Source: an optimization exercise on an open RTL-to-GDS flow (aim: small area, a short achievable clock period and few clock cycles). Production flows keep margins and buffers that such runs may drop. Function was checked by simulation only, so behaviour that the tests miss may differ from the original. Power figures rest on the tool's default switching activity, not on a simulated workload.

Setup of run a:
// psr_final
module psr_final (
    input  wire        clk,
    input  wire        rst,
    input  wire        in_valid,
    output wire        in_ready,
    input  wire [1:0]  in_op,
    input  wire [1:0]  in_row,
    input  wire [31:0] in_data,
    output reg         out_valid,
    output reg         out_found,
    output reg  [7:0]  out_k5,
    output reg  [7:0]  out_sum0,
    output reg  [7:0]  out_sum1,
    output reg  [7:0]  out_sum2
);
Size in the first run: roughly 1200 flip-flops, roughly 74 I/O pins.
clock: 15.0 ns
lec_check: 0
cap_margin: 20
core_margin: 2
core_utilization: 40
cts_cluster_diameter: 60
cts_cluster_size: 24
slew_margin: 20
standard.sh (not shown) runs the stock make flow with config.mk's settings and CLKGATE_MAP_FILE= SYNTH_SCRIPT=/design/flow/synth_recipe.tcl, a recipe that flattens the netlist after the stock synthesis.
==> flow/flow/run.sh <==
#!/bin/bash
set -euo pipefail
cd "$(dirname "$0")/.."
bash standard.sh "BUFFER_PORTS_ARGS=-buffer_cell sky130_fd_sc_hd__buf_4" \
    "SETUP_SLACK_MARGIN=10.7" finish > standard_finish.log 2>&1
Testbench counts of run a, summed over its fixed seeds: cycles 416,481.
Relative to run a, the following input files were edited for run b:
diff --git a/flow/design.v b/flow/design.v
--- a/flow/design.v
+++ b/flow/design.v
@@ -103,54 +103,53 @@
     reg [7:0]  p_k5;
     reg [23:0] p_sel;
     reg        p_last;
     reg        a_v;
     reg [7:0]  a_k5;
     reg [1:0]  a_row;
     reg [2:0]  a_c;
     reg [31:0] a_bits;
     reg        b_v;
     reg [7:0]  b_k5;
     reg [1:0]  b_row;
-    reg [7:0]  b_sum;
-    reg [7:0]  acc;
+    reg [7:0]  b_sum;           
     wire [2:0] i_blk = i_c ^ i_k5[7:5];
     reg  [23:0] sel_n;
     integer e, rr, bb;
     always @* begin
         for (rr = 0; rr < 3; rr = rr + 1)
             for (bb = 0; bb < 8; bb = bb + 1)
                 sel_n[rr*8+bb] = (i_row == rr[1:0]) && (i_blk == bb[2:0]);
     end
     always @* begin
         for (e = 0; e < 32; e = e + 1) begin
             raw[e] = 1'b0;
             for (bb = 0; bb < 8; bb = bb + 1)
                 raw[e] = raw[e] | (v8_0[bb*32+e] & p_sel[bb])
                                 | (v8_1[bb*32+e] & p_sel[8+bb])
                                 | (v8_2[bb*32+e] & p_sel[16+bb]);
         end
     end
     reg [31:0] x1, x2, x3, x4, x5;
     always @* begin
         for (e = 0; e < 32; e = e + 1) x1[e] = p_k5[0] ? raw[e ^ 1] : raw[e];
         for (e = 0; e < 32; e = e + 1) x2[e] = p_k5[1] ? x1[e ^ 2]  : x1[e];
         for (e = 0; e < 32; e = e + 1) x3[e] = p_k5[2] ? x2[e ^ 4]  : x2[e];
-        for (e = 0; e < 32; e = e + 1) x4[e] = p_k5[3] ? x3[e ^ 8]  : x3[e];
-        for (e = 0; e < 32; e = e + 1) x5[e] = p_k5[4] ? x4[e ^ 16] : x4[e];
+        for (e = 0; e < 32; e = e + 1) x4[e] = a_k5[3] ? a_bits[e ^ 8] : a_bits[e];
+        for (e = 0; e < 32; e = e + 1) x5[e] = a_k5[4] ? x4[e ^ 16] : x4[e];
     end
     reg [7:0] part;
     always @* begin
         part = 8'd0;
         for (e = 0; e < 32; e = e + 1)
-            part = part ^ (a_bits[e] ? imix_rom[{a_c, e[4:0]}] : 8'd0);
+            part = part ^ (x5[e] ? imix_rom[{a_c, e[4:0]}] : 8'd0);
     end
     wire b_zero = (b_sum == 8'd0);
     wire z0 = (sum0_r == 8'd0);
     wire z1 = (sum1_r == 8'd0);
     wire b_act  = b_v && busy;
     wire redirect  = b_act && mode_search && b_row == 2'd0 && b_zero;
     wire fin_tsum  = b_act && !mode_search && b_row == 2'd2;
     wire fin_found = b_act && mode_search && b_row == 2'd2 && z1 && b_zero;
     wire fin_none  = b_act && mode_search && b_k5 == 8'd255 &&
                      ((b_row == 2'd0 && !b_zero) || (b_row == 2'd2 && !(z1 && b_zero)));
     wire fin = fin_tsum || fin_found || fin_none;
@@ -164,28 +163,27 @@
         p_k5   <= i_k5;
         p_row  <= i_row;
         p_c    <= i_c;
         p_q    <= i_q;
         p_sel  <= sel_n;
         p_clr  <= mode_clear;
         p_last <= i_row == 2'd2 && i_c == 3'd7 && i_q == 2'd3;
         a_v    <= p_v && !p_clr && !fin && !rst;
         a_k5   <= p_k5;
         a_row  <= p_row;
         a_c    <= p_c;
-        a_bits <= x5;
-        acc    <= (a_c == 3'd0) ? part : acc ^ part;
+        a_bits <= x3;
         b_v    <= a_v && a_c == 3'd7 && !fin && !rst;
         b_k5   <= a_k5;
         b_row  <= a_row;
-        b_sum  <= acc ^ part;
+        b_sum  <= (a_c == 3'd0) ? part : b_sum ^ part;
         if (b_act && b_row == 2'd0) sum0_r <= b_sum;
         if (b_act && b_row == 2'd1) sum1_r <= b_sum;
     end
     always @(posedge clk) begin
         if (start) begin
             mode_search <= s0_op == OP_SEARCH;
             mode_clear  <= s0_op == OP_CLEAR;
             i_k5        <= s0_op[1] ? s0_b : 8'd0;
             i_row       <= 2'd0;
             i_c         <= 3'd0;
             i_q         <= 2'd0;
[summary]
- Relative to run a, the first-pass GRT wire length measured on run b has decreased slightly.
- Comparing run a and run b, the higher synthesized area was measured on run b.
- Biggest cell delay along the critical path: run b higher than run a
- | area of the die | run b vs run a | 0.74% higher |
- Run a -> run b: clock transition time at the flip-flop clock pins of the worst setup and hold paths flat
- Where worst-case setup margin in the final layout is concerned, run a is better than run b.
- Multi-input combinational cell count on run b is up relative to run a.
Testbench counts of run b, summed over its fixed seeds: cycles 416,481.

---

Another version of the RTL of psr_final (not shown whole).
Size in the first run: roughly 1200 flip-flops, roughly 74 I/O pins, roughly 63000 µm² of cells after synthesis.
// psr_final
module psr_final (
    input  wire        clk,
    input  wire        rst,
    input  wire        in_valid,
    output wire        in_ready,
    input  wire [1:0]  in_op,
    input  wire [1:0]  in_row,
    input  wire [31:0] in_data,
    output reg         out_valid,
    output reg         out_found,
    output reg  [7:0]  out_k5,
    output reg  [7:0]  out_sum0,
    output reg  [7:0]  out_sum1,
    output reg  [7:0]  out_sum2
);
Settings: LEC_CHECK=0, CAP_MARGIN=20, CORE_MARGIN=2, CORE_UTILIZATION=40, CTS_CLUSTER_DIAMETER=60, CTS_CLUSTER_SIZE=24, SLEW_MARGIN=20; clock period 15.0 ns.
Scripts as last shown in full above: flow/flow/run.sh
Testbench counts at the start, summed over its fixed seeds: cycles 416,481.
Rerun with:
--- a/flow/design.v
+++ b/flow/design.v
@@ -131,21 +131,21 @@
     end
     reg [31:0] x1, x2, x3, x4, x5;
     always @* begin
         for (e = 0; e < 32; e = e + 1) x1[e] = p_k5[0] ? raw[e ^ 1] : raw[e];
         for (e = 0; e < 32; e = e + 1) x2[e] = p_k5[1] ? x1[e ^ 2]  : x1[e];
         for (e = 0; e < 32; e = e + 1) x3[e] = p_k5[2] ? x2[e ^ 4]  : x2[e];
         for (e = 0; e < 32; e = e + 1) x4[e] = p_k5[3] ? x3[e ^ 8]  : x3[e];
-        for (e = 0; e < 32; e = e + 1) x5[e] = p_k5[4] ? x4[e ^ 16] : x4[e];
+        for (e = 0; e < 32; e = e + 1) x5[e] = a_k5[4] ? a_bits[e ^ 16] : a_bits[e];
     end
     reg [7:0] part;
     always @* begin
         part = 8'd0;
         for (e = 0; e < 32; e = e + 1)
-            part = part ^ (a_bits[e] ? imix_rom[{a_c, e[4:0]}] : 8'd0);
+            part = part ^ (x5[e] ? imix_rom[{a_c, e[4:0]}] : 8'd0);
     end
     wire b_zero = (b_sum == 8'd0);
     wire z0 = (sum0_r == 8'd0);
     wire z1 = (sum1_r == 8'd0);
     wire b_act  = b_v && busy;
     wire redirect  = b_act && mode_search && b_row == 2'd0 && b_zero;
     wire fin_tsum  = b_act && !mode_search && b_row == 2'd2;
@@ -167,15 +167,15 @@
         p_sel  <= sel_n;
         p_clr  <= mode_clear;
         p_last <= i_row == 2'd2 && i_c == 3'd7 && i_q == 2'd3;
         a_v    <= p_v && !p_clr && !fin && !rst;
         a_k5   <= p_k5;
         a_row  <= p_row;
         a_c    <= p_c;
-        a_bits <= x5;
+        a_bits <= x4;
         b_v    <= a_v && a_c == 3'd7 && !fin && !rst;
         b_k5   <= a_k5;
         b_row  <= a_row;
         b_sum  <= (a_c == 3'd0) ? part : b_sum ^ part;
         if (b_act && b_row == 2'd0) sum0_r <= b_sum;
         if (b_act && b_row == 2'd1) sum1_r <= b_sum;
     end
What happened: Count of clock-buffer cells in the layout came out lower by 5; routed wire length came out lower by 3.2%; sequential power came out higher by about 2%; total power came out higher by 1.0%; design area stays flat; register-to-register slack gets better by 0.63 ns; via count came out lower by 1.1%; worst setup slack gets better by 0.16 ns; synthesized area stays flat; global-route usage came out lower by 1.2 points; critical path depth came out lower by 7; final cell count came out lower by about 0.7%; non-clock buffer count came out lower by 50.
Testbench counts after the change, summed over its fixed seeds: cycles 416,481.

---

old:
Starting RTL as in the previous note.
export LEC_CHECK = 0
export CAP_MARGIN = 20
export CORE_MARGIN = 2
export CORE_UTILIZATION = 40
export CTS_CLUSTER_DIAMETER = 80
export CTS_CLUSTER_SIZE = 30
export SLEW_MARGIN = 20
create_clock -name core_clock -period 15.0 [get_ports {clk}]
Scripts as last shown in full above: flow/flow/run.sh
Testbench counts of old, summed over its fixed seeds: cycles 416,481.
## Diff of input files: new against old
--- a/flow/design.v
+++ b/flow/design.v
@@ -131,21 +131,21 @@
     end
     reg [31:0] x1, x2, x3, x4, x5;
     always @* begin
         for (e = 0; e < 32; e = e + 1) x1[e] = p_k5[0] ? raw[e ^ 1] : raw[e];
         for (e = 0; e < 32; e = e + 1) x2[e] = p_k5[1] ? x1[e ^ 2]  : x1[e];
         for (e = 0; e < 32; e = e + 1) x3[e] = p_k5[2] ? x2[e ^ 4]  : x2[e];
         for (e = 0; e < 32; e = e + 1) x4[e] = p_k5[3] ? x3[e ^ 8]  : x3[e];
-        for (e = 0; e < 32; e = e + 1) x5[e] = p_k5[4] ? x4[e ^ 16] : x4[e];
+        for (e = 0; e < 32; e = e + 1) x5[e] = a_k5[4] ? a_bits[e ^ 16] : a_bits[e];
     end
     reg [7:0] part;
     always @* begin
         part = 8'd0;
         for (e = 0; e < 32; e = e + 1)
-            part = part ^ (a_bits[e] ? imix_rom[{a_c, e[4:0]}] : 8'd0);
+            part = part ^ (x5[e] ? imix_rom[{a_c, e[4:0]}] : 8'd0);
     end
     wire b_zero = (b_sum == 8'd0);
     wire z0 = (sum0_r == 8'd0);
     wire z1 = (sum1_r == 8'd0);
     wire b_act  = b_v && busy;
     wire redirect  = b_act && mode_search && b_row == 2'd0 && b_zero;
     wire fin_tsum  = b_act && !mode_search && b_row == 2'd2;
@@ -167,15 +167,15 @@
         p_sel  <= sel_n;
         p_clr  <= mode_clear;
         p_last <= i_row == 2'd2 && i_c == 3'd7 && i_q == 2'd3;
         a_v    <= p_v && !p_clr && !fin && !rst;
         a_k5   <= p_k5;
         a_row  <= p_row;
         a_c    <= p_c;
-        a_bits <= x5;
+        a_bits <= x4;
         b_v    <= a_v && a_c == 3'd7 && !fin && !rst;
         b_k5   <= a_k5;
         b_row  <= a_row;
         b_sum  <= (a_c == 3'd0) ? part : b_sum ^ part;
         if (b_act && b_row == 2'd0) sum0_r <= b_sum;
         if (b_act && b_row == 2'd1) sum1_r <= b_sum;
     end
Notes after the runs:
Looking at critical path capture point, the a_bits[23] result is from old; the in_ready one comes from new. Global routing usage on met2, old and new, lower one = old. new vs old — proportion of power drawn by combinational gates dropped 0.5 points. old → new: count of clock-buffer cells in the layout went down, area overhead of the layout relative to synthesis went down, final standard cell area without fillers went down. Multi-input logic area of old is on par with new. [compare] base=old new=new: gate count of the mapped netlist now larger; full die area flat; critical path depth saw a decrease; placed cell count now smaller; worst setup slack now larger. Diff new..old | via count normalized by instance count | negligible. Relative to old, the wire length on met3 measured on new has decreased by a little under 10%. new reached the final stage; the timing, DRC and antenna checks on its layout passed.
Testbench counts of new, summed over its fixed seeds: cycles 416,481.

## port drivers added, routing unchanged
How much do the figures lean on ideal ports? The routed layouts below were timed once more, with nothing changed but the port constraints. Step 1 sets driving cells, clkbuf_16 on the clock port and buf_2 on the other inputs (assumed; they add their load-dependent delay and slew). Step 2 times the ports against the registers' clock, not the clock port: input delays grow and output delays shrink by t, the midpoint of the rising clock arrivals with the driver on. Three values: no drivers, after step 1, after step 2; two values: the first two.
| run | shift t [ns] | setup slack, ns | pins driven straight from the clock port |
|---|---|---|---|
| run a | 0.847 | 10.742 / 10.652 / 10.818 | 1 |
| run b | 0.847 | 10.697 / 10.606 / 10.900 | 1 |
| the first run of note 2 | 0.836 | 10.608 / 10.608 / 10.608 | 1 |
| the second run of note 2 | 0.857 | 10.772 / 10.683 / 10.876 | 1 |
| old | 0.797 | 10.658 / 10.658 / 10.658 | 1 |
| new | 0.814 | 10.776 / 10.687 / 10.885 | 1 |
After both steps every run listed still meets setup and hold.
